This is an optimization exercise on Yosys and OpenROAD, whose aim is small area, not a production implementation. Function was checked by simulation only, so behaviour that the tests miss may differ from the original. The clock port is modelled as an ideal driver; clocking choices that lean on that would not hold on a real chip. Power and IR drop assume default switching activity.

## flow/config.mk

```make
export PLATFORM = sky130hd
export DESIGN_NAME = link_rx
export DESIGN_NICKNAME = link_rx
export VERILOG_FILES = /design/flow/design.v
export SDC_FILE = /design/flow/constraint.sdc
export NUM_CORES = 4
export LEC_CHECK = 0
export CAP_MARGIN = 20
export CORE_MARGIN = 2
export CORE_UTILIZATION = 40
export SLEW_MARGIN = 20
```

## flow/constraint.sdc

```tcl
create_clock -name core_clock -period 10.0 [get_ports {clk}]
set_input_delay 2.0000 -clock core_clock [delete_from_list [all_inputs] [get_ports {clk}]]
set_output_delay 2.0000 -clock core_clock [all_outputs]
set_load 0.01 [all_outputs]
```

## flow/design.v

```verilog
module crc8_byte (
    input  wire [7:0] crc_in,
    input  wire [7:0] data,
    output reg  [7:0] crc_out
);
    integer i;
    reg [7:0] r;
    always @(*) begin
        r = crc_in ^ data;
        for (i = 0; i < 8; i = i + 1) begin
            if (r[7])
                r = {r[6:0], 1'b0} ^ 8'h07;
            else
                r = {r[6:0], 1'b0};
        end
        crc_out = r;
    end
endmodule
module seq_track (
    input  wire       en,
    input  wire [7:0] m,
    input  wire [7:0] r,
    input  wire [7:0] wadd,
    output wire [7:0] gap
);
    wire [7:0] b = ~m;
    wire [8:0] c;
    wire [7:0] d;
    assign c[0] = 1'b0;
    genvar i;
    generate
        for (i = 0; i < 8; i = i + 1) begin : g
            assign d[i]   = r[i] ^ b[i] ^ c[i];
            assign c[i+1] = (r[i] & b[i]) | (c[i] & (r[i] ^ b[i]));
        end
    endgenerate
    wire [7:0] a = wadd & {8{~c[8]}};
    wire [8:0] k;
    wire [7:0] h;
    assign k[0] = 1'b0;
    generate
        for (i = 0; i < 8; i = i + 1) begin : g2
            assign h[i]   = d[i] ^ a[i] ^ k[i];
            assign k[i+1] = (d[i] & a[i]) | (k[i] & (d[i] ^ a[i]));
        end
    endgenerate
    assign gap = h & {8{en}};
endmodule
module mod60 (
    input  wire [7:0] r,
    output wire [5:0] m
);
    wire [4:0] c;
    wire [3:0] s;
    wire [1:0] x = r[7:6];
    assign c[0] = 1'b0;
    assign s[0] = r[2] ^ x[0];
    assign c[1] = r[2] & x[0];
    assign s[1] = r[3] ^ x[1] ^ c[1];
    assign c[2] = (r[3] & x[1]) | (c[1] & (r[3] ^ x[1]));
    assign s[2] = r[4] ^ c[2];
    assign c[3] = r[4] & c[2];
    assign s[3] = r[5] ^ c[3];
    assign c[4] = r[5] & c[3];
    wire ge = c[4] | (&s);
    wire [3:0] q;
    wire [4:0] k;
    assign k[0] = ge;
    genvar i;
    generate
        for (i = 0; i < 4; i = i + 1) begin : g
            assign q[i]   = s[i] ^ k[i];
            assign k[i+1] = s[i] & k[i];
        end
    endgenerate
    assign m = {q, r[1:0]};
endmodule
module sat_ctr #(
    parameter W = 12
) (
    input  wire         clk,
    input  wire         rst,
    input  wire         inc,
    output reg  [W-1:0] value
);
    wire [W:0] c;
    assign c[0] = inc & ~(&value);
    genvar i;
    generate
        for (i = 0; i < W; i = i + 1) begin : g
            assign c[i+1] = c[i] & value[i];
            always @(posedge clk)
                value[i] <= ~rst & (value[i] ^ c[i]);
        end
    endgenerate
endmodule
module sat_add #(
    parameter W = 12
) (
    input  wire         clk,
    input  wire         rst,
    input  wire [7:0]   amt,
    output reg  [W-1:0] value
);
    wire [W:0]   c;
    wire [W-1:0] s;
    assign c[0] = 1'b0;
    genvar i;
    generate
        for (i = 0; i < W; i = i + 1) begin : g
            if (i < 8) begin : f
                assign s[i]   = value[i] ^ amt[i] ^ c[i];
                assign c[i+1] = (value[i] & amt[i]) | (c[i] & (value[i] ^ amt[i]));
            end else begin : h
                assign s[i]   = value[i] ^ c[i];
                assign c[i+1] = value[i] & c[i];
            end
            always @(posedge clk)
                value[i] <= ~rst & (s[i] | c[W]);
        end
    endgenerate
endmodule
module link_rx #(
    parameter CNT_W = 12
) (
    input  wire              clk,
    input  wire              rst,
    input  wire              ser_valid,
    input  wire [7:0]        ser_data,
    input  wire              msg_valid,
    input  wire [7:0]        msg_data,
    input  wire              msg_last,
    input  wire [1:0]        msg_kind,
    input  wire [3:0]        stat_sel,
    output reg  [CNT_W-1:0]  stat_data,
    output reg               ser_pix_valid,
    output wire [7:0]        ser_pix_data,
    output wire              ser_evt_valid,
    output wire [1:0]        ser_evt_code,
    output wire [7:0]        ser_evt_ctr,
    output wire [7:0]        ser_evt_gap,
    output reg               msg_pix_valid,
    output wire [7:0]        msg_pix_data,
    output reg               msg_evt_valid,
    output wire [1:0]        msg_evt_kind,
    output reg  [1:0]        msg_evt_code,
    output wire [7:0]        msg_evt_ctr,
    output wire [7:0]        msg_evt_gap,
    output wire [103:0]      msg_evt_data
);
    localparam [1:0] KIND_LEDD  = 2'd0;
    localparam [1:0] KIND_PARAM = 2'd1;
    reg        fs_reading;       
    reg        have_sync0;
    reg [8:0]  s_cnt;            
    reg [7:0]  s_byte;           
    reg [7:0]  ser_crc;          
    reg [1:0]  s_evt;            
    reg        leds_have_last;
    reg [5:0]  leds_m;           
    wire s_crc_pos = (s_cnt == 9'd197);
    wire s_ctr_pos = (s_cnt == 9'd196);
    wire s_is_aa   = (ser_data == 8'hAA);
    wire [7:0] ser_crc_next;
    crc8_byte u_ser_crc (.crc_in(ser_crc), .data(ser_data), .crc_out(ser_crc_next));
    wire s_rd_byte  = ser_valid && fs_reading;
    wire s_end      = s_rd_byte && s_crc_pos;
    wire s_accept   = s_end && (ser_crc == ser_data);
    wire s_corrupt  = s_end && (ser_crc != ser_data);
    wire s_found    = ser_valid && !fs_reading && have_sync0 && (ser_data == 8'h55);
    wire s_search   = ser_valid && !fs_reading && !(have_sync0 && ser_data == 8'h55);
    wire s_full     = (s_cnt == 9'd400);
    wire s_fail_now = (s_cnt == 9'd399) && !s_is_aa;
    wire s_syncfail = s_search && (s_full || s_fail_now);
    wire [7:0] leds_gap;
    seq_track u_leds_track (
        .en(leds_have_last && s_accept), .m({2'b00, leds_m}), .r(s_byte), .wadd(8'd60), .gap(leds_gap)
    );
    wire [5:0] leds_m_new;
    mod60 u_leds_mod (.r(s_byte), .m(leds_m_new));
    wire       s_restart = s_search && s_full;
    wire       s_clr     = rst || s_found || s_end || (s_search && s_fail_now) || s_restart;
    wire [9:0] s_cc;
    wire [8:0] s_cnt_d;
    assign s_cc[0] = ser_valid;
    genvar gi;
    generate
        for (gi = 0; gi < 9; gi = gi + 1) begin : g_scnt
            assign s_cc[gi+1] = s_cc[gi] & s_cnt[gi];
            if (gi == 0) begin : b0
                assign s_cnt_d[gi] = s_clr ? (s_restart && !rst) : (s_cnt[gi] ^ s_cc[gi]);
            end else begin : bn
                assign s_cnt_d[gi] = !s_clr && (s_cnt[gi] ^ s_cc[gi]);
            end
        end
    endgenerate
    always @(posedge clk) begin
        if (rst) begin
            fs_reading     <= 1'b0;
            have_sync0     <= 1'b0;
            s_evt          <= 2'b00;
            leds_have_last <= 1'b0;
            ser_pix_valid  <= 1'b0;
        end else begin
            ser_pix_valid <= s_rd_byte && (s_cnt < 9'd196);
            s_evt         <= s_accept ? 2'b11 : s_corrupt ? 2'b01 : s_syncfail ? 2'b10 : 2'b00;
            if (s_found)
                fs_reading <= 1'b1;
            else if (s_end)
                fs_reading <= 1'b0;
            if (s_found)
                have_sync0 <= 1'b0;
            else if (s_search)
                have_sync0 <= s_is_aa;
            if (s_accept) begin
                leds_have_last <= 1'b1;
                leds_m         <= leds_m_new;
            end
        end
        s_cnt <= s_cnt_d;
        if (!(fs_reading && s_crc_pos))
            s_byte <= ser_data;
        if (!fs_reading)
            ser_crc <= 8'h36;                
        else if (ser_valid)
            ser_crc <= s_crc_pos ? leds_gap : ser_crc_next;
    end
    assign ser_pix_data  = s_byte;
    assign ser_evt_valid = s_evt[1] | s_evt[0];
    assign ser_evt_code  = {~s_evt[0], ~s_evt[1]};
    assign ser_evt_ctr   = s_byte;
    assign ser_evt_gap   = ser_crc;
    reg [7:0]  m_len;            
    reg [1:0]  m_kind;
    reg [7:0]  m_crc;            
    reg        m_magic_ok;
    reg [7:0]  m_ctr;            
    reg [7:0]  m_dat [0:12];     
    reg        ledd_have_last;
    reg [5:0]  ledd_m;           
    reg        param_have_last;
    reg [7:0]  param_m;          
    wire       m_first    = (m_len == 8'd0);
    wire [1:0] m_kind_cur = m_first ? msg_kind : m_kind;
    wire [7:0] m_crc_cur  = m_first ? 8'd0 : m_crc;
    wire [7:0] m_crc_next;
    crc8_byte u_msg_crc (.crc_in(m_crc_cur), .data(msg_data), .crc_out(m_crc_next));
    wire m_ledd  = (m_kind_cur == KIND_LEDD);
    wire m_param = (m_kind_cur == KIND_PARAM);
    wire m_btn   = m_kind_cur[1];
    wire [7:0] m_exp_last = m_btn ? 8'd6 : m_param ? 8'd16 : 8'd200;
    wire [7:0] m_magic0   = m_btn ? 8'hA5 : 8'h55;
    wire [7:0] m_magic1   = m_btn ? 8'h5A : 8'hAA;
    wire [5:0] ledd_m_new;
    mod60 u_ledd_mod (.r(m_ctr), .m(ledd_m_new));
    wire [7:0] param_m_new = (m_ctr == 8'd255) ? 8'd0 : m_ctr;
    wire       m_end       = msg_valid && msg_last;
    wire       m_bad_len   = (m_len != m_exp_last);
    wire       m_bad_magic = !m_magic_ok;
    wire       m_bad_crc   = (m_crc_cur != msg_data);
    wire [1:0] m_code = m_bad_len ? 2'd2 : m_bad_magic ? 2'd3 : m_bad_crc ? 2'd1 : 2'd0;
    wire m_accept  = m_end && !m_bad_len && !m_bad_magic && !m_bad_crc;
    wire m_invalid = m_end && (m_bad_len || m_bad_magic);
    wire m_corrupt = m_end && !m_bad_len && !m_bad_magic && m_bad_crc;
    wire       mk_ledd = (m_kind == KIND_LEDD);
    wire [7:0] m_gap;
    seq_track u_msg_track (
        .en(m_accept && (mk_ledd ? ledd_have_last : (m_kind == KIND_PARAM) && param_have_last)),
        .m(mk_ledd ? {2'b00, ledd_m} : param_m),
        .r(m_ctr),
        .wadd(mk_ledd ? 8'd60 : 8'd255),
        .gap(m_gap)
    );
    wire       m_low  = (m_len[7:4] == 4'd0);
    wire [3:0] m_pos  = m_len[3:0];
    wire       mk_btn = m_kind[1];
    wire [8:0] m_lc;
    wire [7:0] m_len_d;
    wire       m_clr = rst || m_end;
    assign m_lc[0] = msg_valid && !(m_len[7] && m_len[6] && m_len[4]);
    generate
        for (gi = 0; gi < 8; gi = gi + 1) begin : g_mlen
            assign m_lc[gi+1]  = m_lc[gi] & m_len[gi];
            assign m_len_d[gi] = !m_clr && (m_len[gi] ^ m_lc[gi]);
        end
    endgenerate
    integer k;
    always @(posedge clk) begin
        if (rst) begin
            ledd_have_last  <= 1'b0;
            param_have_last <= 1'b0;
            msg_pix_valid   <= 1'b0;
            msg_evt_valid   <= 1'b0;
        end else begin
            msg_pix_valid <= msg_valid && m_ledd && (m_len >= 8'd4) && (m_len <= 8'd199);
            msg_evt_valid <= m_end;
            if (m_accept && m_ledd) begin
                ledd_have_last <= 1'b1;
                ledd_m         <= ledd_m_new;
            end
            if (m_accept && m_param) begin
                param_have_last <= 1'b1;
                param_m         <= param_m_new;
            end
        end
        msg_evt_code <= m_code;
        m_len        <= m_len_d;
        if (msg_valid) begin
            if (m_first)
                m_kind <= msg_kind;
            m_crc <= msg_last ? m_gap : m_crc_next;
            if (m_len == 8'd0)
                m_magic_ok <= (msg_data == m_magic0);
            if (m_len == 8'd1)
                m_magic_ok <= m_magic_ok && (msg_data == m_magic1);
            if (mk_ledd)
                m_dat[0] <= msg_data;
            if (m_low) begin
                if (m_pos == 4'd2 && !mk_ledd)
                    m_dat[0] <= msg_data;
                if ((m_pos == 4'd3 && !mk_ledd) || (m_pos == 4'd2 && mk_ledd))
                    m_ctr <= msg_data;
                for (k = 1; k <= 3; k = k + 1)
                    if ((m_pos == k + 3 && !mk_btn) || (m_pos == k + 2 && mk_btn))
                        m_dat[k] <= msg_data;
                for (k = 4; k <= 12; k = k + 1)
                    if (m_pos == k + 3)
                        m_dat[k] <= msg_data;
            end
        end
    end
    assign msg_pix_data = m_dat[0];
    assign msg_evt_kind = m_kind;
    assign msg_evt_ctr  = m_ctr;
    assign msg_evt_gap  = m_crc;
    assign msg_evt_data = {m_dat[12], m_dat[11], m_dat[10], m_dat[9], m_dat[8], m_dat[7],
                           m_dat[6], m_dat[5], m_dat[4], m_dat[3], m_dat[2], m_dat[1],
                           m_dat[0]};
    wire [CNT_W-1:0] c_leds_acc, c_leds_skip, c_leds_cor, c_sync_fail;
    wire [CNT_W-1:0] c_ledd_acc, c_ledd_skip, c_ledd_cor, c_ledd_inv;
    wire [CNT_W-1:0] c_param_acc, c_param_skip, c_param_cor, c_param_inv;
    wire [CNT_W-1:0] c_btn_acc, c_btn_cor, c_btn_inv;
    sat_ctr #(.W(CNT_W)) u_c0  (.clk(clk), .rst(rst), .inc(s_accept),                         .value(c_leds_acc));
    sat_add #(.W(CNT_W)) u_c1  (.clk(clk), .rst(rst), .amt(leds_gap),                       .value(c_leds_skip));
    sat_ctr #(.W(CNT_W)) u_c2  (.clk(clk), .rst(rst), .inc(s_corrupt),                        .value(c_leds_cor));
    sat_ctr #(.W(CNT_W)) u_c3  (.clk(clk), .rst(rst), .inc(s_syncfail),                       .value(c_sync_fail));
    sat_ctr #(.W(CNT_W)) u_c4  (.clk(clk), .rst(rst), .inc(m_accept && m_ledd),               .value(c_ledd_acc));
    sat_add #(.W(CNT_W)) u_c5  (.clk(clk), .rst(rst), .amt(m_gap & {8{!m_kind[0]}}),        .value(c_ledd_skip));
    sat_ctr #(.W(CNT_W)) u_c6  (.clk(clk), .rst(rst), .inc(m_corrupt && m_ledd),              .value(c_ledd_cor));
    sat_ctr #(.W(CNT_W)) u_c7  (.clk(clk), .rst(rst), .inc(m_invalid && m_ledd),              .value(c_ledd_inv));
    sat_ctr #(.W(CNT_W)) u_c8  (.clk(clk), .rst(rst), .inc(m_accept && m_param),              .value(c_param_acc));
    sat_add #(.W(CNT_W)) u_c9  (.clk(clk), .rst(rst), .amt(m_gap & {8{m_kind[0]}}),         .value(c_param_skip));
    sat_ctr #(.W(CNT_W)) u_c10 (.clk(clk), .rst(rst), .inc(m_corrupt && m_param),             .value(c_param_cor));
    sat_ctr #(.W(CNT_W)) u_c11 (.clk(clk), .rst(rst), .inc(m_invalid && m_param),             .value(c_param_inv));
    sat_ctr #(.W(CNT_W)) u_c12 (.clk(clk), .rst(rst), .inc(m_accept && m_btn),                .value(c_btn_acc));
    sat_ctr #(.W(CNT_W)) u_c13 (.clk(clk), .rst(rst), .inc(m_corrupt && m_btn),               .value(c_btn_cor));
    sat_ctr #(.W(CNT_W)) u_c14 (.clk(clk), .rst(rst), .inc(m_invalid && m_btn),               .value(c_btn_inv));
    always @(*) begin
        case (stat_sel)
            4'd0:  stat_data = c_leds_acc;
            4'd1:  stat_data = c_leds_skip;
            4'd2:  stat_data = c_leds_cor;
            4'd3:  stat_data = c_sync_fail;
            4'd4:  stat_data = c_ledd_acc;
            4'd5:  stat_data = c_ledd_skip;
            4'd6:  stat_data = c_ledd_cor;
            4'd7:  stat_data = c_ledd_inv;
            4'd8:  stat_data = c_param_acc;
            4'd9:  stat_data = c_param_skip;
            4'd10: stat_data = c_param_cor;
            4'd11: stat_data = c_param_inv;
            4'd12: stat_data = c_btn_acc;
            4'd13: stat_data = c_btn_cor;
            4'd14: stat_data = c_btn_inv;
            default: stat_data = {{(CNT_W-5){1'b0}}, fs_reading, have_sync0,
                                  param_have_last, ledd_have_last, leds_have_last};
        endcase
    end
endmodule
```

## flow/flow/run.sh

```bash
#!/bin/bash
# Own layout flow: the standard synthesis and ORFS flow, with smaller
# port buffers and a clock tree without dummy loads. Each step's full
# output goes to a log file of its own in this folder.
set -euo pipefail
bash standard.sh synth > synth.log 2>&1
bash standard.sh \
    "BUFFER_PORTS_ARGS=-buffer_cell sky130_fd_sc_hd__buf_1" \
    "CTS_ARGS=-sink_clustering_enable -repair_clock_nets -dont_use_dummy_load" \
    finish > finish.log 2>&1
```

## flow/standard.sh

```bash
#!/bin/bash
# synth_recipe.tcl (not shown) runs the flow's synth.tcl, then flattens the netlist and writes it again
# the make line also repeats each setting of config.mk as NAME=value (left out here)
make -C /OpenROAD-flow-scripts/flow DESIGN_CONFIG=/design/flow/config.mk WORK_HOME=/design/flow/orfs CLKGATE_MAP_FILE= SYNTH_SCRIPT=/design/flow/synth_recipe.tcl "${@:-finish}"
```

==> impl_results.md, run 1 <==
- Hold Path Stages: 0
- Internal power summed over all cells: 2.390 mW
- Final-report max-slew violation count: 0
- Xor/xnor cell area share of the yosys netlist: 0.03654
- Outcome: no timing/DRC/antenna violations
- TritonCTS clock tree: yes
- Fin crit share: 0.8917
- Maximum number of pins on one net before global-route repair: 94
- Combinational share of power: 0.082
- Final Setup Violations: 0
- RSZ-0062 raised after global routing: false
- # IOs: 201
- Via count of the first global-routing pass: 12520
- Critical path endpoint category: flop
- Power density of the placed cells: 153.6 nW/µm²
- Routability Congestion: 0.9211
- Critical R2R Launch: m_kind[0]
- Total of warnings raised by yosys: 5
- Worst rel slew slack: 0.3290
- R2R cell count: 34
- Wire length of the first global-routing pass: 74470 µm
- Filler cell count in the final layout: 4196
- Gr usage total: 0.2087
- Post-place instance area: 19240 µm²
- CP peak stage delay: 460 ps
- Detailed-route wire length per cell: 20.90 µm
- Hold buffer count at cts: 0
- Main combinational cell family by area after synthesis: adder cells
- Number of synthesized flops with an enable pin: 151
- Sum of routed wire length over all layers: 48560 µm
- Final Hold Violating Endpoints: 0
- Peak ir drop on the vdd network: 0.00009227 V
- Hpwl dp: 36760 µm
- Die height: 216.0 µm
- Clock insertion delay at the later pin of the skew report: 580 ps
- Cell occurring most often along the worst timing path: fa_1
- Cells after Synth: 1552
- Initial Util: 0.4056
- Mean Syn Cell Area: 11.58 µm²
- Worst reg2reg setup slack: 1080 ps
- Num CTS Buffers: 41
- Drt initial violations: 1015
- Standby leakage power: 8.119 nW
- Number of antenna-violating nets in the routed design: 0
- Die ar.: 46650 µm²
- Fraction of power spent switching nets: 0.2333
- Register share of total power: 0.513
- Inserted Diodes: 0
- Maximum level of the CTS H-tree: 2
- Critical Setup Path Class: flop to flop
- Clock network fraction of design power: 0.405
- Critical Path Source Type: flop
- Total via count in the routed design: 12510
- Data arrival at the endpoint of the critical path: 9380 ps
- Detailed-route vias per instance: 5.383
- Most common cell after layout, fill and taps aside: dfxtp_1
- Number of antenna violations at the first check in global routing: 1
- Worst hold slack after final layout: 522.6 ps
- Simple-gate area share of the yosys netlist: 0.1526
- Post-synth cell types: 76
- Layout Area Growth over Synthesis: 12.90%
- Share of synthesized cell area in full adder, half adder and majority cells: 0.1771
- Slowest-stage cell, CP: fa_1
- Post-route DRC: 0
- Worst clock skew: 73.31 ps
- Post-CTS setup buffer count: 0
- Commonest cells after routing, fill and taps aside: 217 x dfxtp_1, 196 x buf_1, 184 x ha_1
- Resized Gates After CTS: 0
- CTS max path bufs: 3
- TritonCTS sink count: 368
- Max-cap violations: 0
- Minimum clock period after layout: 8917 ps
- #FFs+latches synth: 368
- GRT Residual Overflow: 0
- Number of iterations in the first detailed-routing pass: 6
- Asr flop ratio synth: 0
- Maximum fanout along the worst path: 8
- Sequential cell area fraction in the yosys report: 0.4939
- Most frequently used flop master after synthesis: dfxtp_1
- Final Power: 3.118 mW
- Clock-pin slew of the registers on the worst-case setup and hold paths: 60 ps
- Library cell used as clock root buffer: clkbuf_16
- Net count of the mapped netlist: 1807
- Type of the most critical hold path: flop to flop
- Source of the worst hold timing path: m_ctr[1]
- Placeable core region: 44320 µm²
- Mux share of post-synthesis cell area: 0.02534
- Net Sw Power: 0.7274 mW
- Highest clock frequency the design can meet: 0.1121 GHz
- Combined area of all synthesized cells: 17980 µm²
- Total number of nets in the final design: 1989
- Fraction of the core area covered by cells at the end of the flow: 0.4580
- PortBufs: 200
- Fraction of the mapped netlist area in compound gates: 0.07754
- Ratio of cells with drive above 1 in the final layout: 0.06236
- Final instance area: 20300 µm²
- Total number of placement rows: 77
- Capture endpoint of the worst hold path: ledd_m[1]
- Die Wd: 216.0 µm
- Setup TNS: 0 ps
- Required @ worst endpoint: 10460 ps
- Destination of the worst register-to-register timing path: u_c9.value[6]
- Worst-margin pin slew: 1007 ps
==> cells by family (layout without fill, tap and decap cells) <==
family / count (synthesis) / after routing
mux: 39 / 39
buf+inv: 152 / 332
flops: 368 / 368
simple gates: 498 / 498
compound gates: 192 / 192
fa+ha+maj: 228 / 228
xor+xnor: 75 / 75
==> sequential cells by signal (all words and copies together), names as in the netlist, 9 cells and up <==
name and cells:
m_dat 104, u_c0.value 12, u_c1.value 12, u_c10.value 12, u_c11.value 12, u_c12.value 12
u_c13.value 12, u_c14.value 12, u_c2.value 12, u_c3.value 12, u_c4.value 12, u_c5.value 12
u_c6.value 12, u_c7.value 12, u_c8.value 12, u_c9.value 12, s_cnt 9
==> cell usage after synthesis, types with 16 or more instances <==
cell	count	area, µm²
edfxtp_1	151	4534
nor3_1	24	120.1
nor2_1	108	405.4
nand2_1	63	236.5
a22o_1	17	148.9
dfxtp_1	217	4344
mux2_2	19	214.0
inv_1	68	255.2
mux2i_1	16	160.2
a21oi_1	53	265.3
clkbuf_1	49	183.9
ha_1	184	2302
o21ai_0	17	85.08
nand3_1	30	150.1
and2_1	21	131.4
a22oi_1	18	135.1
xnor2_1	56	490.5
xor2_1	19	166.4
nor2b_1	141	882.1
fa_1	44	880.8
nand4_1	47	294.0
buf_4	22	165.2
==> routing by layer <==
layer  track usage  routed length, µm  vias to the layer above
met5             0                 11                        -
met4       0.07557               1632                        2
met3       0.04073               2861                       79
met2        0.3492              23250                      384
met1        0.2687              20810                     6154
li1              -                  -                     5891
==> critical path, delay by kind of cell (launching register included) <==
family,cells,cell delay [ps]
multiplexers,1,210
AO/OA/AOI/OAI,1,210
flip-flops,1,380
adder cells (fa/ha/maj),20,6660
buffers and inverters,8,730
AND/OR/NAND/NOR,4,600
==> metrics by stage <==
| stage | worst slack [ps] | instances |
|---|---|---|
| 6_report | 1083 | 2324 |
| 5_1_grt | 393.3 | 2324 |
| 4_1_cts | 1002 | 2324 |
| 3_5_place_dp | 1037 | 2283 |
| 3_3_place_gp | 1293 | 2283 |
| 2_1_floorplan | 1275 | 1552 |
==> layout make-up <==
class	instances	area, µm²	area share
flip-flops and latches	368	8879	0.4375
multi-input cells	1032	8468	0.4172
clock buffers	41	1026	0.05055
repair buffers	222	923.4	0.04550
well taps	592	740.7	0.03650
inverters	69	259.0	0.01276
==> power groups by stage <==
stage	registers [mW]	logic [mW]	clock network, mW
final	1.60	0.255	1.26
after global routing	1.60	0.280	1.36
after detailed placement	1.63	0.254	0
after floorplan	1.63	0.172	0
after CTS	1.60	0.256	1.30
after global placement	1.63	0.253	0
==> worst max-delay path by stage <==
stage | start | cells after the start | to
global route | m_kind[0] | 34 | u_c9.value[6]
floorplan | m_kind[0] | 32 | u_c9.value[6]
CTS | m_kind[0] | 34 | u_c9.value[6]
detailed placement | m_kind[0] | 32 | u_c5.value[2]
global placement | m_kind[0] | 34 | u_c5.value[1]
finish | m_kind[0] | 34 | u_c9.value[6]
==> run 2, diff against run 1 <==
==> flow/run.sh (new file) <==
#!/bin/bash
# synth_recipe.tcl (not shown) runs the flow's synth.tcl, then flattens the netlist and writes it again
# the make line also repeats each setting of config.mk as NAME=value (left out here)
make -C /OpenROAD-flow-scripts/flow DESIGN_CONFIG=/design/flow/config.mk WORK_HOME=/design/flow/orfs CLKGATE_MAP_FILE= SYNTH_SCRIPT=/design/flow/synth_recipe.tcl finish
removed: flow/flow/run.sh
removed: flow/standard.sh
==> run 2 against run 1 <==
Net effect:
- largest power group unchanged
- first-iteration DRC count increased by 8.7%
- routed wire length increased by 3.9%
- via count increased by 1.0%
- largest cell class unchanged
- critical path depth decreased by 3
- still clean on timing, DRC and antenna
- highest routed layer unchanged
==> impl_results.md, run 2 <==
- Post-synth cell types: 76
- Placeable core region: 44320 µm²
- Inserted Diodes: 0
- Clock-pin slew of the registers on the worst-case setup and hold paths: 60 ps
- Worst hold slack after final layout: 539.5 ps
- Layout Area Growth over Synthesis: 21.74%
- Gr usage total: 0.2142
- Mean Syn Cell Area: 11.58 µm²
- Worst rel slew slack: 0.3408
- Post-layout worst setup margin: 715.0 ps
- Detailed-route vias per instance: 5.347
- Clock insertion delay at the later pin of the skew report: 570 ps
- TritonCTS clock tree: yes
- Library cell used as clock root buffer: clkbuf_16
- RSZ-0062 raised after global routing: false
- CTS max path bufs: 3
- Filler cell count in the final layout: 3973
- Maximum level of the CTS H-tree: 2
- Peak ir drop on the vdd network: 0.0001012 V
- Sequential cell area fraction in the yosys report: 0.4939
- Total number of nets in the final design: 1993
- Resized Gates After CTS: 0
- Worst clock skew: 12.90 ps
- Most numerous cell types in the synthesized netlist: 217 x dfxtp_1, 184 x ha_1, 151 x edfxtp_1
- Final Hold Violating Endpoints: 0
- CP peak stage delay: 630 ps
- Initial Util: 0.4056
- Via count of the first global-routing pass: 12480
- TritonCTS sink count: 368
- Post-route DRC: 0
- Maximum fanout along the worst path: 9
- Critical Path Source Type: flop
- Number of antenna violations at the first check in global routing: 0
- Most common cell after layout, fill and taps aside: dfxtp_1
- Number of synthesized flops with an enable pin: 151
- # IOs: 201
- Ratio of cells with drive above 1 in the final layout: 0.07506
- Required @ worst endpoint: 10480 ps
- Die Wd: 216.0 µm
- Highest clock frequency the design can meet: 0.1077 GHz
- Power density of the placed cells: 155.6 nW/µm²
- Maximum number of pins on one net before global-route repair: 98
- Die height: 216.0 µm
- Setup TNS: 0 ps
- Final Setup Violations: 0
- Number of iterations in the first detailed-routing pass: 5
- Num CTS Buffers: 43
- Final-report max-slew violation count: 0
- Worst reg2reg setup slack: 710 ps
- Worst-margin pin slew: 988.8 ps
- Sum of routed wire length over all layers: 50440 µm
- Top cells by area, synth: edfxtp_1 25%, dfxtp_1 24%, ha_1 13%
- Hold buffer count at cts: 0
- Standby leakage power: 8.826 nW
- Cells after Synth: 1552
- R2R cell count: 31
- GRT Residual Overflow: 0
- Largest register FFs: 104
- Post-CTS setup buffer count: 0
- Most frequently used flop master after synthesis: dfxtp_1
- Placement Setup Slack: 651.9 ps
- Hpwl dp: 38210 µm
- Synth top area share: 0.2522
- Routability Congestion: 0.9447
- Cell occurring most often along the worst timing path: fa_1
- Max-cap violations: 0
- Wire length of the first global-routing pass: 76270 µm
- Outcome: no timing/DRC/antenna violations
- Die ar.: 46650 µm²
- Worst setup path endpoint: u_c5.value[1]
- Asr flop ratio synth: 0
- Minimum clock period after layout: 9285 ps
- Top cell type by total area after synthesis: edfxtp_1
- Instance count after placement with tap cells included: 2284
- Type of the most critical hold path: flop to flop
- Number of antenna-violating nets in the routed design: 0
- Launching element of the worst setup path: m_kind[0]
- Drt initial violations: 1103
- Data arrival at the endpoint of the critical path: 9770 ps
- Combined area of all synthesized cells: 17980 µm²
- Total via count in the routed design: 12640
- Non-Filler Instances: 2364
- Detailed-route wire length per cell: 21.34 µm
- Net count of the mapped netlist: 1807
- Critical path endpoint category: flop
- Fin crit share: 0.9285
- Critical R2R Launch: m_kind[0]
- Total of warnings raised by yosys: 5
- Most repeated cell in the gate-level netlist after synthesis: dfxtp_1
- Total number of placement rows: 77
- Most flop-heavy register: m_dat
- Final Power: 3.406 mW
- Slowest-stage cell, CP: nor2_1
- Critical Setup Path Class: flop to flop
- Commonest cells after routing, fill and taps aside: 217 x dfxtp_1, 199 x clkdlybuf4s50_1, 184 x ha_1
- #FFs+latches synth: 368
- PortBufs: 200
- Destination of the worst register-to-register timing path: u_c5.value[1]
## run 2: metal layers
metal | share of wire | routed length (µm) | vias up | GRT usage
met5 | 0.0011 | 56 | - | 0.009375
met3 | 0.071 | 3584 | 96 | 0.04975
met2 | 0.47 | 23850 | 467 | 0.3559
met4 | 0.033 | 1655 | 2 | 0.07329
li1 | - | - | 5913 | -
met1 | 0.42 | 21290 | 6163 | 0.2735
## run 2: how the worst min path moves through the flow
| stage | startpoint | end | slack, ps | cells past startpoint |
|---|---|---|---|---|
| finish | ser_crc[5] | ser_crc[5] | 540 | 2 |
| global route | ser_crc[5] | ser_crc[5] | 560 | 2 |
| CTS | ser_crc[5] | ser_crc[5] | 540 | 2 |
| detailed placement | ser_crc[5] | ser_crc[5] | 530 | 2 |
| global placement | m_ctr[1] | ledd_m[1] | 530 | 0 |
| floorplan | param_have_last | param_have_last | 440 | 2 |
## run 2: where the power goes
group          leakage [nW]  switching, mW  internal (mW)
combinational          5.01          0.161          0.120
clock                 0.682          0.637          0.890
sequential             3.14         0.0189           1.58
total                  8.83          0.817           2.59
## run 2: kinds of logic (layout without fill, tap and decap cells)
| group | after synthesis | count (layout) | synth area share |
|---|---|---|---|
| and+or+nand+nor | 498 | 498 | 0.1526 |
| DFF | 368 | 368 | 0.4939 |
| adders and majority gates | 228 | 228 | 0.1771 |
| AOI/OAI and AO/OA | 192 | 192 | 0.07754 |
| buffers and inverters | 152 | 372 | 0.03696 |
| xor gates and xnor gates | 75 | 75 | 0.03654 |
| muxes | 39 | 39 | 0.02534 |
## run 2: worst max-delay path: cells and delay by family (launching register included)
| family | cells | cell delay (ps) |
|---|---|---|
| AOI/OAI and AO/OA | 1 | 200 |
| DFF | 1 | 390 |
| buffers and inverters | 5 | 320 |
| and+or+nand+nor | 4 | 1090 |
| muxes | 1 | 260 |
| adders and majority gates | 20 | 6940 |
## run 2: metrics by stage
step           area [µm²]    util
6_report            21880  0.4938
5_1_grt             21880  0.4938
4_1_cts             21870  0.4935
3_5_place_dp        20490  0.4623
3_3_place_gp        20490  0.4623
2_1_floorplan       17980       -
## run 2: layout make-up
type,instances,area [µm²],area share
multi-input combinational,1032,8443,0.3858
inverter,69,259.0,0.01183
clock inverter,20,155.1,0.007089
tap,592,740.7,0.03385
sequential,368,8879,0.4057
clock buffer,59,1227,0.05609
timing repair buffer,224,2181,0.09965
==> run 3, diff against run 2 <==
--- a/flow/design.v
+++ b/flow/design.v
@@ -120,6 +120,41 @@
         end
     endgenerate
 endmodule
+module sat_grp #(
+    parameter W = 12,
+    parameter N = 9
+) (
+    input  wire           clk,
+    input  wire           rst,
+    input  wire [N-1:0]   inc,
+    output reg  [N*W-1:0] value
+);
+    wire [W-1:0] cur;
+    genvar i, b;
+    generate
+        for (b = 0; b < W; b = b + 1) begin : g_sel
+            wire [N-1:0] t;
+            for (i = 0; i < N; i = i + 1) begin : g_and
+                assign t[i] = inc[i] & value[i*W + b];
+            end
+            assign cur[b] = |t;
+        end
+    endgenerate
+    wire [W:0]   c;
+    wire [W-1:0] nxt;
+    assign c[0] = ~(&cur);
+    generate
+        for (b = 0; b < W; b = b + 1) begin : g_inc
+            assign c[b+1] = c[b] & cur[b];
+            assign nxt[b] = ~rst & (cur[b] ^ c[b]);
+        end
+        for (i = 0; i < N; i = i + 1) begin : g_reg
+            always @(posedge clk)
+                if (rst || inc[i])
+                    value[i*W +: W] <= nxt;
+        end
+    endgenerate
+endmodule
 module link_rx #(
     parameter CNT_W = 12
 ) (
@@ -344,17 +379,17 @@
     sat_add #(.W(CNT_W)) u_c1  (.clk(clk), .rst(rst), .amt(leds_gap),                       .value(c_leds_skip));
     sat_ctr #(.W(CNT_W)) u_c2  (.clk(clk), .rst(rst), .inc(s_corrupt),                        .value(c_leds_cor));
     sat_ctr #(.W(CNT_W)) u_c3  (.clk(clk), .rst(rst), .inc(s_syncfail),                       .value(c_sync_fail));
-    sat_ctr #(.W(CNT_W)) u_c4  (.clk(clk), .rst(rst), .inc(m_accept && m_ledd),               .value(c_ledd_acc));
     sat_add #(.W(CNT_W)) u_c5  (.clk(clk), .rst(rst), .amt(m_gap & {8{!m_kind[0]}}),        .value(c_ledd_skip));
-    sat_ctr #(.W(CNT_W)) u_c6  (.clk(clk), .rst(rst), .inc(m_corrupt && m_ledd),              .value(c_ledd_cor));
-    sat_ctr #(.W(CNT_W)) u_c7  (.clk(clk), .rst(rst), .inc(m_invalid && m_ledd),              .value(c_ledd_inv));
-    sat_ctr #(.W(CNT_W)) u_c8  (.clk(clk), .rst(rst), .inc(m_accept && m_param),              .value(c_param_acc));
     sat_add #(.W(CNT_W)) u_c9  (.clk(clk), .rst(rst), .amt(m_gap & {8{m_kind[0]}}),         .value(c_param_skip));
-    sat_ctr #(.W(CNT_W)) u_c10 (.clk(clk), .rst(rst), .inc(m_corrupt && m_param),             .value(c_param_cor));
-    sat_ctr #(.W(CNT_W)) u_c11 (.clk(clk), .rst(rst), .inc(m_invalid && m_param),             .value(c_param_inv));
-    sat_ctr #(.W(CNT_W)) u_c12 (.clk(clk), .rst(rst), .inc(m_accept && m_btn),                .value(c_btn_acc));
-    sat_ctr #(.W(CNT_W)) u_c13 (.clk(clk), .rst(rst), .inc(m_corrupt && m_btn),               .value(c_btn_cor));
-    sat_ctr #(.W(CNT_W)) u_c14 (.clk(clk), .rst(rst), .inc(m_invalid && m_btn),               .value(c_btn_inv));
+    sat_grp #(.W(CNT_W), .N(9)) u_cm (
+        .clk(clk), .rst(rst),
+        .inc({m_invalid && m_btn,   m_corrupt && m_btn,   m_accept && m_btn,
+              m_invalid && m_param, m_corrupt && m_param, m_accept && m_param,
+              m_invalid && m_ledd,  m_corrupt && m_ledd,  m_accept && m_ledd}),
+        .value({c_btn_inv, c_btn_cor, c_btn_acc,
+                c_param_inv, c_param_cor, c_param_acc,
+                c_ledd_inv, c_ledd_cor, c_ledd_acc})
+    );
     always @(*) begin
         case (stat_sel)
             4'd0:  stat_data = c_leds_acc;
==> flow/flow/run.sh (new file) <==
#!/bin/bash
# Own layout flow: the standard synthesis and ORFS flow, with smaller
# port buffers and a clock tree without dummy loads. Each step's full
# output goes to a log file of its own in this folder.
set -euo pipefail
bash standard.sh synth > synth.log 2>&1
bash standard.sh \
    "BUFFER_PORTS_ARGS=-buffer_cell sky130_fd_sc_hd__buf_1" \
    "CTS_ARGS=-sink_clustering_enable -repair_clock_nets -dont_use_dummy_load -buf_list sky130_fd_sc_hd__clkbuf_4" \
    RECOVER_POWER=100 \
    finish > finish.log 2>&1
==> flow/standard.sh (new file) <==
#!/bin/bash
# synth_recipe.tcl (not shown) runs the flow's synth.tcl, then flattens the netlist and writes it again
# the make line also repeats each setting of config.mk as NAME=value (left out here)
make -C /OpenROAD-flow-scripts/flow DESIGN_CONFIG=/design/flow/config.mk WORK_HOME=/design/flow/orfs CLKGATE_MAP_FILE= SYNTH_SCRIPT=/design/flow/synth_recipe.tcl "${@:-finish}"
removed: flow/run.sh
==> run 3 against run 2 <==
Net effect:
- now fails the layout checks on max-capacitance violations, max-slew violations
- clock power down 37%
- flip-flop and latch count unchanged
- maximum frequency grew 1.2%
- clock-buffer cell count grew 36
- worst hold slack lost 4.8 ps
- critical path type unchanged
==> impl_results.md, run 3 <==
- Outcome: finished with violations
- Layout Check Failures: max-capacitance violations, max-slew violations
- Max-cap violations: 8
- Main combinational cell family by area after synthesis: adder cells
- Maximum level of the CTS H-tree: 3
- Total of warnings raised by yosys: 6
- Filler cell count in the final layout: 4030
- Mux share of post-synthesis cell area: 0.01797
- Required @ worst endpoint: 10610 ps
- Most numerous cell types in the synthesized netlist: 259 x edfxtp_1, 109 x dfxtp_1, 99 x nor2_1
- Met2 demand-to-capacity share in global routing: 0.3435
- Total number of placement rows: 76
- Final Hold Violating Endpoints: 0
- Detailed-route vias per instance: 5.607
- Highest clock frequency the design can meet: 0.1090 GHz
- Final Power: 2.988 mW
- Wire length of the first global-routing pass: 74180 µm
- Mean Syn Cell Area: 12.60 µm²
- Met1 Usage GRT: 0.2930
- Routability Congestion: 0.9107
- Fraction of the mapped netlist area in compound gates: 0.1031
- Setup TNS: 0 ps
- TritonCTS clock tree: yes
- PortBufs: 200
- # IOs: 201
- Placement Setup Slack: 998.1 ps
- Critical Setup Path Class: flop to flop
- Clock insertion delay at the later pin of the skew report: 830 ps
- Peak ir drop on the vdd network: 0.00006864 V
- Worst-margin pin slew: 3028 ps
- Type of the most critical hold path: flop to flop
- Area occupied by multi-input gates: 6708 µm²
- Drt initial violations: 1124
- Post-CTS setup buffer count: 0
- Num CTS Buffers: 95
- Net count of the mapped netlist: 1549
- Sum of routed wire length over all layers: 50030 µm
- Synth top area share: 0.4467
- Simple-gate area share of the yosys netlist: 0.1172
- #FFs+latches synth: 368
- GRT Residual Overflow: 0
- CTS max path bufs: 3
- Fraction of the core area covered by cells at the end of the flow: 0.4496
- Post-route DRC: 0
- Standby leakage power: 6.997 nW
- Asr flop ratio synth: 0
- Clock-pin slew of the registers on the worst-case setup and hold paths: 70 ps
- Global route hottest layer: met2
- CP peak stage delay: 590 ps
- Placeable core region: 42980 µm²
- Minimum clock period after layout: 9172 ps
- Non-Filler Instances: 2214
- Via count of the first global-routing pass: 12230
- Final instance area: 19330 µm²
- Instance count after placement with tap cells included: 2117
- Sequential cell area fraction in the yosys report: 0.5720
- Cell occurring most often along the worst timing path: fa_1
- Share of synthesized cell area in full adder, half adder and majority cells: 0.1196
- Number of antenna violations at the first check in global routing: 3
- Registers with the most flip-flops: u_cm.value (108), m_dat (104)
- Resized Gates After CTS: 0
- Hold buffer count at cts: 0
- Xor/xnor cell area share of the yosys netlist: 0.02918
- Most flop-heavy register: u_cm.value
- Die Wd: 212.6 µm
- Maximum fanout along the worst path: 15
- Area taken by flip-flops and latches: 9960 µm²
- Layout Area Growth over Synthesis: 11.00%
- Commonest cells after routing, fill and taps aside: 259 x edfxtp_1, 197 x buf_1, 109 x dfxtp_1
- Number of synthesized flops with an enable pin: 259
- Combined area of all synthesized cells: 17410 µm²
- Maximum number of pins on one net before global-route repair: 68
- Grt met3 use: 0.05953
- Library cell used as clock root buffer: clkbuf_4
- Total number of nets in the final design: 1796
- Largest register FFs: 108
- Most frequently used flop master after synthesis: edfxtp_1
- RSZ-0062 raised after global routing: false
- Final-report max-slew violation count: 194
- Hpwl dp: 35260 µm
- Detailed-route wire length per cell: 22.60 µm
- Die ar.: 45210 µm²
- Fin crit share: 0.9172
- Most repeated cell in the gate-level netlist after synthesis: edfxtp_1
- Ratio of cells with drive above 1 in the final layout: 0.08605
- Worst hold slack after final layout: 534.7 ps
- Worst rel slew slack: -1.037
- Number of iterations in the first detailed-routing pass: 8
- Post-layout worst setup margin: 827.5 ps
- Slowest-stage cell, CP: edfxtp_1
- Critical Path Source Type: flop
- Top cells by area, synth: edfxtp_1 45%, dfxtp_1 13%, ha_1 6.9%
- Power density of the placed cells: 154.6 nW/µm²
- Top cell type by total area after synthesis: edfxtp_1
- Die height: 212.6 µm
- TritonCTS sink count: 368
- Gr usage total: 0.2224
- Post-place instance area: 18740 µm²
- Cells after Synth: 1382
- Worst clock skew: 130.4 ps
- Number of antenna-violating nets in the routed design: 0
- Critical path endpoint category: flop
- Initial Util: 0.4051
- Most common cell after layout, fill and taps aside: edfxtp_1
- Data arrival at the endpoint of the critical path: 9780 ps
- Final Setup Violations: 0
- Post-synth cell types: 74
- Total via count in the routed design: 12410
run 3: final cells by class:
| class | count | share of cell area |
|---|---|---|
| Antenna cell | 2 | 0.0002590 |
| Clock buffer | 95 | 0.03690 |
| Inverter | 70 | 0.01360 |
| Multi-Input combinational cell | 861 | 0.3471 |
| Sequential cell | 368 | 0.5153 |
| Tap cell | 585 | 0.03787 |
| Timing Repair Buffer | 233 | 0.04894 |
run 3: where the power goes:
group	internal, mW	switching, mW
clock network	0.428	0.539
logic	0.105	0.198
registers	1.68	0.0349
total	2.22	0.772
run 3: final timing paths:
check / from / end / slack [ps] / depth (start not counted)
max: m_kind[1] / u_c5.value[7] / 830 / 33
min: u_c1.value[11] / u_c1.value[11] / 530 / 2
max reg2reg: m_kind[1] / u_c5.value[7] / 830 / 33
min reg2reg: u_c1.value[11] / u_c1.value[11] / 530 / 2
run 3: cells by family after synthesis:
logic type                 count (synthesis)
adders and majority gates                140
and+or+nand+nor                          390
xor gates and xnor gates                  58
DFF                                      368
buffers and inverters                    153
muxes                                     29
AOI/OAI and AO/OA                        244
run 3: per-layer routing:
metal | up-vias | routed length (µm)
met1 | 6026 | 20480
met5 | - | 12
met2 | 673 | 22770
met3 | 111 | 5022
li1 | 5602 | -
met4 | 2 | 1737
run 3: worst max-delay path: cells and delay by family (launching register included):
family                   cells  cell delay, ps
buffers and inverters        7             590
flip-flops                   1             590
multiplexers                 1             230
AND/OR/NAND/NOR              4             950
adder cells (fa/ha/maj)     20            6430
AO/OA/AOI/OAI                1             200
==> run 4, diff against run 3 <==
--- a/flow/flow/run.sh
+++ b/flow/flow/run.sh
@@ -7,5 +7,4 @@
 bash standard.sh \
     "BUFFER_PORTS_ARGS=-buffer_cell sky130_fd_sc_hd__buf_1" \
     "CTS_ARGS=-sink_clustering_enable -repair_clock_nets -dont_use_dummy_load -buf_list sky130_fd_sc_hd__clkbuf_4" \
-    RECOVER_POWER=100 \
     finish > finish.log 2>&1
==> run 4 against run 3 <==
Net effect:
- the run now finishes clean
- routed wire length is 0.24% lower
- maximum frequency is 0.35% higher
- setup slack improved by 32 ps
- synthesized area unchanged
- sequential power is essentially flat
- critical endpoint unchanged
==> impl_results.md, run 4 <==
- Number of antenna-violating nets in the routed design: 0
- Post-CTS setup buffer count: 0
- Post-place instance area: 18740 µm²
- Number of iterations in the first detailed-routing pass: 6
- Fraction of power spent switching nets: 0.2588
- Fin crit share: 0.9140
- Max-cap violations: 0
- Sequential cell area fraction in the yosys report: 0.5720
- Most frequently used flop master after synthesis: edfxtp_1
- Total of warnings raised by yosys: 6
- Die ar.: 45210 µm²
- Slowest-stage cell, CP: edfxtp_1
- Maximum number of pins on one net before global-route repair: 68
- Internal power summed over all cells: 2.218 mW
- Ratio of cells with drive above 1 in the final layout: 0.1039
- Top Layer Used: met5
- Final instance area: 19470 µm²
- Filler cell count in the final layout: 3999
- Setup TNS: 0 ps
- Resized Gates After CTS: 0
- Net count of the mapped netlist: 1549
- Worst reg2reg setup slack: 860 ps
- Registers with the most flip-flops: u_cm.value (108), m_dat (104)
- Destination of the worst register-to-register timing path: u_c5.value[7]
- Gr usage total: 0.2224
- CP peak stage delay: 590 ps
- Highest clock frequency the design can meet: 0.1094 GHz
- Critical R2R Launch: m_kind[1]
- Hold buffer count at cts: 0
- Final Setup Violations: 0
- Net Sw Power: 0.7744 mW
- Count of buffering cells on the critical path with inverters included: 7
- Standby leakage power: 7.086 nW
- GRT Residual Overflow: 0
- Total via count in the routed design: 12480
- Register share of total power: 0.573
- Drt initial violations: 1196
- Sum of routed wire length over all layers: 49910 µm
- Clock insertion delay at the later pin of the skew report: 830 ps
- Worst clock skew: 127.2 ps
- R2R cell count: 33
- Worst-margin pin slew: 1029 ps
- Outcome: no timing/DRC/antenna violations
- Total number of placement rows: 76
- Detailed-route vias per instance: 5.635
- Met3 wirelength from detailed routing: 5151 µm
- Via count of the first global-routing pass: 12230
- Final Hold Violating Endpoints: 0
- Number of antenna violations at the first check in global routing: 3
- RSZ-0062 raised after global routing: false
- Library cell used as clock root buffer: clkbuf_4
- Worst rel slew slack: 0.2940
- Most repeated cell in the gate-level netlist after synthesis: edfxtp_1
- Synth top area share: 0.4467
- Initial Util: 0.4051
- PortBufs: 200
- Critical Setup Path Class: flop to flop
- Die Wd: 212.6 µm
- Required @ worst endpoint: 10640 ps
- Wire length of the first global-routing pass: 74180 µm
- Final Power: 2.992 mW
- Cell occurring most often along the worst timing path: fa_1
- Detailed route wirelength on metal2: 22610 µm
- Worst hold slack after final layout: 538.0 ps
- TritonCTS sink count: 368
- Final-report max-slew violation count: 0
- # IOs: 201
- CTS max path bufs: 3
- Worst setup path endpoint: u_c5.value[7]
- Most flop-heavy register: u_cm.value
- Top cell type by total area after synthesis: edfxtp_1
- Mean Syn Cell Area: 12.60 µm²
- Type of the most critical hold path: flop to flop
- Most common cell after layout, fill and taps aside: edfxtp_1
- Critical path depth in cells: 33
- Peak ir drop on the vdd network: 0.00006896 V
- Most numerous cell types in the synthesized netlist: 259 x edfxtp_1, 109 x dfxtp_1, 99 x nor2_1
- Largest register FFs: 108
- Maximum level of the CTS H-tree: 3
- Cells after Synth: 1382
- Asr flop ratio synth: 0
- Critical Path Source Type: flop
- Commonest cells after routing, fill and taps aside: 259 x edfxtp_1, 199 x buf_1, 109 x dfxtp_1
- Maximum fanout along the worst path: 15
- Combinational share of power: 0.103
- Die height: 212.6 µm
- Source of the worst hold timing path: u_c1.value[11]
- Num CTS Buffers: 95
- Post-synth cell types: 74
- Minimum clock period after layout: 9140 ps
- #FFs+latches synth: 368
- Crit path max-delay family: adder cells
- Launching element of the worst setup path: m_kind[1]
- Post-route DRC: 0
- Number of synthesized flops with an enable pin: 259
- Detailed-route wire length per cell: 22.54 µm
- Routed length on met1: 20370 µm
- Top cells by area, synth: edfxtp_1 45%, dfxtp_1 13%, ha_1 6.9%
- Hpwl dp: 35260 µm
- Data arrival at the endpoint of the critical path: 9780 ps
- Layout Area Growth over Synthesis: 11.82%
- Total number of nets in the final design: 1796
- Clock network fraction of design power: 0.323
- Placeable core region: 42980 µm²
- Critical path endpoint category: flop
- Combined area of all synthesized cells: 17410 µm²
- TritonCTS clock tree: yes
- Routability Congestion: 0.9107
- Power density of the placed cells: 153.7 nW/µm²
- Clock-pin slew of the registers on the worst-case setup and hold paths: 70 ps
[run 4: cell counts after synthesis]
Identical to the previous run, type by type.
[run 4: area by class of cell]
type	count	area, µm²	share of cell area
antenna	2	5.005	0.0002571
clock buffer	95	713.2	0.03663
inverter	70	262.8	0.01350
multi-input combinational	861	6794	0.3490
sequential	368	9960	0.5116
tap	585	732.0	0.03760
timing repair buffer	233	1002	0.05148
[run 4: power by group through the flow]
stage | Sequential, mW | Combinational (mW) | Clock [mW]
final | 1.72 | 0.310 | 0.966
after global routing | 1.72 | 0.336 | 1.07
after CTS | 1.71 | 0.308 | 0.996
after detailed placement | 1.75 | 0.305 | 0
after global placement | 1.74 | 0.303 | 0
after floorplan | 1.74 | 0.201 | 0
[run 4: worst min-delay path by stage]
stage | endpoint | depth (start not counted)
4_1_cts | ser_crc[2] | 2
3_3_place_gp | ser_crc[4] | 2
2_1_floorplan | ledd_have_last | 2
5_1_grt | leds_m[0] | 0
6_report | u_c1.value[11] | 2
3_5_place_dp | ser_crc[2] | 2
[run 4: layer usage]
| layer | GRT usage | vias up |
|---|---|---|
| met2 | 0.3435 | 700 |
| met5 | 0 | - |
| li1 | - | 5605 |
| met1 | 0.2930 | 6060 |
| met3 | 0.05953 | 109 |
| met4 | 0.1010 | 2 |
[run 4: cell families (layout without fill, tap and decap cells)]
| kind of cell | Yosys count | in the layout | share of synthesized area |
|---|---|---|---|
| xor+xnor | 58 | 58 | 0.02918 |
| compound gates | 244 | 244 | 0.1031 |
| fa+ha+maj | 140 | 140 | 0.1196 |
| other cells | 0 | 2 | 0 |
| mux | 29 | 29 | 0.01797 |
| flops | 368 | 368 | 0.5720 |
| simple gates | 390 | 390 | 0.1172 |
| buf+inv | 153 | 398 | 0.04089 |
[run 4: stage by stage]
step | setup slack [ps] | instances | util
3_5_place_dp | 998.1 | 2117 | 0.4360
4_1_cts | 843.8 | 2212 | 0.4526
6_report | 859.8 | 2214 | 0.4530
3_3_place_gp | 1257 | 2116 | 0.4358
5_1_grt | 293.1 | 2213 | 0.4529
2_1_floorplan | 1382 | 1382 | -
[run 4: tightest hold or removal path, stage by stage, from the launching register on]
cell and delay (ps):
dfxtp_1 340, nor2_1 110, nor2_1 40
==> run 5, diff against run 4 <==
==> flow/flow/run.sh (replaced) <==
#!/bin/bash
# Own layout flow. Steps, each with its full output in a log file here:
#  1. the standard synthesis (standard.sh synth), unchanged;
#  2. remap.sh: the combinational cells of that netlist re-mapped by ABC
#     with an area-oriented script; registers (and half/full adders) are
#     kept as they are, with their names and cell types;
#  3. the standard ORFS flow on the re-mapped netlist, with buf_1 port
#     buffers, a clock tree of clkbuf_4 without dummy loads (post_cts.tcl
#     upsizes any clock buffer whose flip-flops see a slow clock edge).
set -euo pipefail
here=$(pwd)
bash standard.sh synth > synth.log 2>&1
bash flow/remap.sh > remap.log 2>&1
bash standard.sh \
    "BUFFER_PORTS_ARGS=-buffer_cell sky130_fd_sc_hd__buf_1" \
    "CTS_ARGS=-sink_clustering_enable -repair_clock_nets -dont_use_dummy_load -buf_list sky130_fd_sc_hd__clkbuf_4 -sink_clustering_size 9 -sink_clustering_max_diameter 45" \
    "POST_CTS_TCL=$here/flow/post_cts.tcl" \
    finish > finish.log 2>&1
==> flow/flow/area.abc (new file) <==
&get -n
&st
&dch -f
&nf -R 1000
&put
topo
stime -c
==> flow/flow/post_cts.tcl (new file) <==
set limit 0.100
set ladder {sky130_fd_sc_hd__clkbuf_4 sky130_fd_sc_hd__clkbuf_8 sky130_fd_sc_hd__clkbuf_16}
for {set pass 0} {$pass < 3} {incr pass} {
  estimate_parasitics -placement
  set drivers {}
  foreach pin [get_pins -hierarchical */CLK] {
    if {[get_property $pin slew_max] > $limit} {
      foreach d [get_pins -of [get_nets -of $pin] -filter "direction==output"] {
        lappend drivers [get_property $d full_name]
      }
    }
  }
  set drivers [lsort -unique $drivers]
  if {[llength $drivers] == 0} { break }
  set changed 0
  foreach d $drivers {
    set inst [get_cells -of [get_pins $d]]
    set master [get_property $inst ref_name]
    set i [lsearch $ladder $master]
    if {$i >= 0 && $i < [llength $ladder] - 1} {
      replace_cell $inst [lindex $ladder [expr $i + 1]]
      incr changed
      puts "post_cts: [get_property $inst full_name] $master -> [lindex $ladder [expr $i + 1]]"
    }
  }
  if {$changed == 0} { break }
}
detailed_placement
check_placement -verbose
estimate_parasitics -placement
==> flow/flow/remap.sh (new file) <==
#!/bin/bash
# Re-map the combinational logic of the standard synthesis netlist with ABC.
set -euo pipefail
res=orfs/results/sky130hd/link_rx/base
lib=$FLOW_HOME/platforms/sky130hd/lib/sky130_fd_sc_hd__tt_025C_1v80.lib
yosys=$FLOW_HOME/../tools/install/yosys/bin/yosys
[ -x "$yosys" ] || yosys=yosys
dont_use=$(sed -n '/^export DONT_USE_CELLS/,/^#/p' $FLOW_HOME/platforms/sky130hd/config.mk \
    | grep -o 'sky130_fd_sc_hd__[a-z0-9_]*' | sed 's/^/-dont_use /' | tr '\n' ' ')
cp $res/1_2_yosys.v $res/1_2_yosys_std.v
# cells kept whole: registers, half and full adders
keep=$(grep -o 'sky130_fd_sc_hd__\(dfxtp\|edfxtp\|dfrtp\|dfstp\|dfbbp\|sdfxtp\|dlx\|ha\|fa\)[a-z0-9_]*' \
    $res/1_2_yosys_std.v | sort -u | tr '\n' ' ')
cat > remap.ys <<EOS
read_liberty -ignore_miss_func $lib
blackbox $keep
read_verilog $res/1_2_yosys_std.v
hierarchy -top $FLOW_TOP
flatten
opt_clean
abc -liberty $lib $dont_use -script $(pwd)/flow/area.abc
opt_clean -purge
hilomap -singleton -hicell sky130_fd_sc_hd__conb_1 HI -locell sky130_fd_sc_hd__conb_1 LO
insbuf -buf sky130_fd_sc_hd__buf_4 A X
tee -o remap_stat.txt stat -liberty $lib
write_verilog -noattr -noexpr -nohex -nodec $res/1_2_yosys.v
EOS
$yosys -s remap.ys
rm -f $res/1_synth.odb $res/1_synth.sdc
--- a/flow/config.mk
+++ b/flow/config.mk
@@ -7,5 +7,5 @@
 export LEC_CHECK = 0
 export CAP_MARGIN = 20
 export CORE_MARGIN = 2
-export CORE_UTILIZATION = 40
+export CORE_UTILIZATION = 65
 export SLEW_MARGIN = 20
==> run 5 against run 4 <==
Net effect:
- register-to-register slack got worse by 270 ps
- critical path depth did not move
- final cell count fell by 13%
- clock skew fell by 50 ps
- routed wire length fell by 8.7%
- critical endpoint is now u_c9.value[5]
- sequential share of layout area rose by 2.4 points
- synthesized area fell by 1.8%
- non-clock buffer count rose by 10
==> impl_results.md, run 5 <==
- Total via count in the routed design: 12400
- PortBufs: 200
- Met1 Usage GRT: 0.4402
- Total number of placement rows: 59
- Global route hottest layer: met2
- Total number of nets in the final design: 1756
- Total of warnings raised by yosys: 6
- Number of antenna-violating nets in the routed design: 0
- Combined area of all synthesized cells: 17090 µm²
- Highest clock frequency the design can meet: 0.1063 GHz
- Sum of routed wire length over all layers: 45580 µm
- Die ar.: 27610 µm²
- Filler cell count in the final layout: 1844
- Clock-pin slew of the registers on the worst-case setup and hold paths: 100 ps
- Number of antenna violations at the first check in global routing: 2
- Critical Path Source Type: flop
- # IOs: 201
- Final Power: 2.720 mW
- Placement Setup Slack: 626.9 ps
- Non-Filler Instances: 1923
- Number of iterations in the first detailed-routing pass: 9
- Critical Setup Path Class: flop to flop
- Cell occurring most often along the worst timing path: fa_1
- Layout Area Growth over Synthesis: 8.711%
- Post-route DRC: 0
- Count of buffering cells on the critical path with inverters included: 7
- Clock insertion delay at the later pin of the skew report: 730 ps
- Registers with the most flip-flops: u_cm.value (108), m_dat (104)
- Most flop-heavy register: u_cm.value
- Routability Congestion: 0.9902
- Fin crit share: 0.9405
- Die Wd: 166.2 µm
- Ratio of cells with drive above 1 in the final layout: 0.06301
- Setup TNS: 0 ps
- Die height: 166.2 µm
- Outcome: no timing/DRC/antenna violations
- Worst clock skew: 76.88 ps
- Commonest cells after routing, fill and taps aside: 259 x edfxtp_1, 199 x buf_1, 109 x dfxtp_1
- Detailed-route wire length per cell: 23.70 µm
- Type of the most critical hold path: flop to flop
- Detailed-route vias per instance: 6.450
- Post-place instance area: 18180 µm²
- Largest register FFs: 108
- Worst-margin pin slew: 1209 ps
- Drt initial violations: 1489
- Max-cap violations: 0
- TritonCTS sink count: 368
- Crit path max-delay family: adder cells
- Via count of the first global-routing pass: 11980
- Data arrival at the endpoint of the critical path: 10000 ps
- Final instance area: 18580 µm²
- Peak ir drop on the vdd network: 0.0001229 V
- Slowest-stage cell, CP: nor2_1
- Final-report max-slew violation count: 0
- Maximum number of pins on one net before global-route repair: 57
- Required @ worst endpoint: 10590 ps
- Met2 demand-to-capacity share in global routing: 0.5235
- Cells after Synth: 1354
- Minimum clock period after layout: 9405 ps
- Standby leakage power: 6.740 nW
- CP peak stage delay: 530 ps
- Initial Util: 0.6597
- Power density of the placed cells: 146.4 nW/µm²
- TritonCTS clock tree: yes
- Hpwl dp: 33190 µm
- Most common cell after layout, fill and taps aside: edfxtp_1
- Post-layout worst setup margin: 594.7 ps
- Wire length of the first global-routing pass: 69720 µm
- Instance count after placement with tap cells included: 1872
- Final Setup Violations: 0
- Gr usage total: 0.3291
- GRT Residual Overflow: 0
- Grt met3 use: 0.07316
- Placeable core region: 25910 µm²
- Critical path endpoint category: flop
- Final Hold Violating Endpoints: 0
- Net count of the mapped netlist: 1521
- Maximum fanout along the worst path: 15
- Mean Syn Cell Area: 12.62 µm²
- Worst rel slew slack: 0.1911
- RSZ-0062 raised after global routing: false
-- run 5: routing by layer --
metal  up-vias  part of all wire
met5         -           0.00029
met4         2             0.049
met3       157              0.10
met2       807              0.46
met1      5957              0.39
li1       5481                 -
-- run 5: power breakdown --
group	internal [mW]	switching, mW
Clock	0.237	0.471
Sequential	1.68	0.0333
Combinational	0.0999	0.198
-- run 5: stage by stage --
step	hold WS, ps	util
final	518.8	0.7171
after floorplan	437.7	-
after global placement	473.7	0.7018
after global routing	548.0	0.7171
after detailed placement	497.5	0.7018
-- run 5: path summary, 6_finish.rpt --
path | start | endpoint | slack (ps) | depth (start not counted)
max reg2reg | m_kind[0] | u_c9.value[5] | 590 | 33
min | param_have_last | param_have_last | 520 | 1
min reg2reg | param_have_last | param_have_last | 520 | 1
max | m_kind[0] | u_c9.value[5] | 590 | 33
-- run 5: area by class of cell --
type	count	area [µm²]	area share
Antenna cell	1	2.502	0.0001347
Multi-Input combinational cell	856	6472	0.3483
Clock buffer	48	385.4	0.02074
Tap cell	335	419.2	0.02256
Inverter	72	270.3	0.01454
Sequential cell	368	9960	0.5360
Timing Repair Buffer	243	1072	0.05771
==> run 6, diff against run 5 <==
--- a/flow/config.mk
+++ b/flow/config.mk
@@ -7,5 +7,5 @@
 export LEC_CHECK = 0
 export CAP_MARGIN = 20
 export CORE_MARGIN = 2
-export CORE_UTILIZATION = 65
+export CORE_UTILIZATION = 40
 export SLEW_MARGIN = 20
==> run 6 against run 5 <==
Net effect:
- die area increased by 61%
- largest cell class unchanged
- routed wire length increased by 8.3%
- final area increased by 1.7%
- worst hold slack got worse by 26 ps
==> impl_results.md, run 6 <==
- Sum of routed wire length over all layers: 49340 µm
- Cells after Synth: 1354
- Data arrival at the endpoint of the critical path: 9820 ps
- Commonest cells after routing, fill and taps aside: 259 x edfxtp_1, 199 x buf_1, 109 x dfxtp_1
- Fin crit share: 0.9127
- TritonCTS clock tree: yes
- Total of warnings raised by yosys: 6
- Standby leakage power: 6.757 nW
- Number of antenna-violating nets in the routed design: 0
- Hpwl dp: 35610 µm
- Post-route DRC: 0
- Total via count in the routed design: 12290
- Drt initial violations: 1426
- Critical Path Source Type: flop
- Setup TNS: 0 ps
- Wire length of the first global-routing pass: 74030 µm
- Routability Congestion: 0.9824
- Placeable core region: 42040 µm²
- Number of antenna violations at the first check in global routing: 2
- Most flop-heavy register: u_cm.value
- Post-place instance area: 18450 µm²
- Initial Util: 0.4066
- Critical Setup Path Class: flop to flop
- Layout Area Growth over Synthesis: 10.55%
- Cell occurring most often along the worst timing path: fa_1
- Maximum fanout along the worst path: 8
- Detailed-route wire length per cell: 23.18 µm
- Die Wd: 210.7 µm
- Max-cap violations: 0
- Ratio of cells with drive above 1 in the final layout: 0.06549
- Highest clock frequency the design can meet: 0.1096 GHz
- PortBufs: 200
- Final Setup Violations: 0
- Area occupied by multi-input gates: 6497 µm²
- Area taken by flip-flops and latches: 9960 µm²
- Registers with the most flip-flops: u_cm.value (108), m_dat (104)
- Type of the most critical hold path: flop to flop
- Final Hold Violating Endpoints: 0
- RSZ-0062 raised after global routing: false
- Clock insertion delay at the later pin of the skew report: 810 ps
- Outcome: no timing/DRC/antenna violations
- Total number of nets in the final design: 1757
- Clock-pin slew of the registers on the worst-case setup and hold paths: 100 ps
- Worst rel slew slack: 0.2831
- Die ar.: 44400 µm²
- Final instance area: 18900 µm²
- Maximum number of pins on one net before global-route repair: 51
- Mean Syn Cell Area: 12.62 µm²
- Minimum clock period after layout: 9127 ps
- Most common cell after layout, fill and taps aside: edfxtp_1
- Final-report max-slew violation count: 0
- Required @ worst endpoint: 10690 ps
- Worst-margin pin slew: 1067 ps
- Critical path endpoint category: flop
- Total number of placement rows: 75
- # IOs: 201
- CP peak stage delay: 560 ps
- Die height: 210.7 µm
- Combined area of all synthesized cells: 17090 µm²
- Number of iterations in the first detailed-routing pass: 8
- Gr usage total: 0.2216
- Largest register FFs: 108
- Power density of the placed cells: 146.8 nW/µm²
- Crit path max-delay family: adder cells
- GRT Residual Overflow: 0
- Via count of the first global-routing pass: 11950
- TritonCTS sink count: 368
- Filler cell count in the final layout: 3916
- Detailed-route vias per instance: 5.774
- Worst clock skew: 98.77 ps
- Slowest-stage cell, CP: nor2_1
- Net count of the mapped netlist: 1521
- Peak ir drop on the vdd network: 0.00007765 V
- Count of buffering cells on the critical path with inverters included: 6
-- run 6: per-layer routing --
metal  vias to the layer above  global-route usage  share of wire
li1                       5507                   -              -
met1                      6034              0.3041           0.42
met2                       623              0.3536           0.46
met3                       128             0.04163          0.086
met4                         0             0.07722          0.032
met5                         -                   0              0
-- run 6: worst paths after layout --
path	to	depth (start not counted)	from	slack [ps]
worst max register to register	u_c9.value[5]	32	m_kind[0]	870
worst min-delay path	ser_pix_valid	1	s_cnt[8]	490
worst max-delay path	u_c9.value[5]	32	m_kind[0]	870
worst min register to register	ser_pix_valid	1	s_cnt[8]	490
-- run 6: metrics by stage --
stage	setup slack, ps	power, mW	util	std cells	hold WS (ps)
floorplan	1167	1.927	-	1354	437.7
detailed placement	896.6	2.047	0.4389	2076	511.6
finish	872.7	2.774	0.4495	2129	492.7
global placement	1203	2.044	0.4389	2076	506.0
global route	312.3	2.883	0.4495	2129	517.5
-- run 6: where the power goes --
part / total [mW] / internal (mW) / switching, mW
logic: 0.304 / 0.100 / 0.203
clock network: 0.756 / 0.262 / 0.494
registers: 1.71 / 1.68 / 0.0333
-- run 6: cell type report --
cell class              count  area share
diodes                      2   0.0002649
inverters                  72     0.01430
flip-flops and latches    368      0.5271
clock buffers              51     0.02258
repair buffers            241     0.05622
well taps                 539     0.03569
multi-input cells         856      0.3439

what the ideal ports hide:
No port has a modelled driver above. Below, the same layouts with a new extraction and two added sets of constraints.
Step 1: set_driving_cell puts a clkbuf_16 on clk and a buf_2 on each other input, an assumption about the parent block.
Step 2, shift: input delay + t, output delay - t, t = (earliest + latest rising clock arrival at the registers) / 2. This alone moves slack from input paths to output paths.
a / b / c = ideal / step 1 / step 2; a / b = the first two.
run | t (ns) | setup WS [ns] | worst setup path at the end | worst data-port slew with drivers (ns)
run 1 | 0.605 | 1.083 / 1.083 / 1.083 | register to register | 0.05
run 2 | 0.616 | 0.715 / 0.715 / 0.715 | register to register | 0.06
run 3 | 0.818 | 0.828 / 0.828 / 0.560 | input to register | 0.11
run 4 | 0.820 | 0.860 / 0.860 / 0.860 | register to register | 0.11
run 5 | 0.734 | 0.595 / 0.595 / 0.595 | register to register | 0.11
run 6 | 0.818 | 0.873 / 0.873 / 0.873 | register to register | 0.08
For run 3, which loses most, drivers alone change the setup slack by 0.000 ns; drivers and shift together by -0.268 ns.
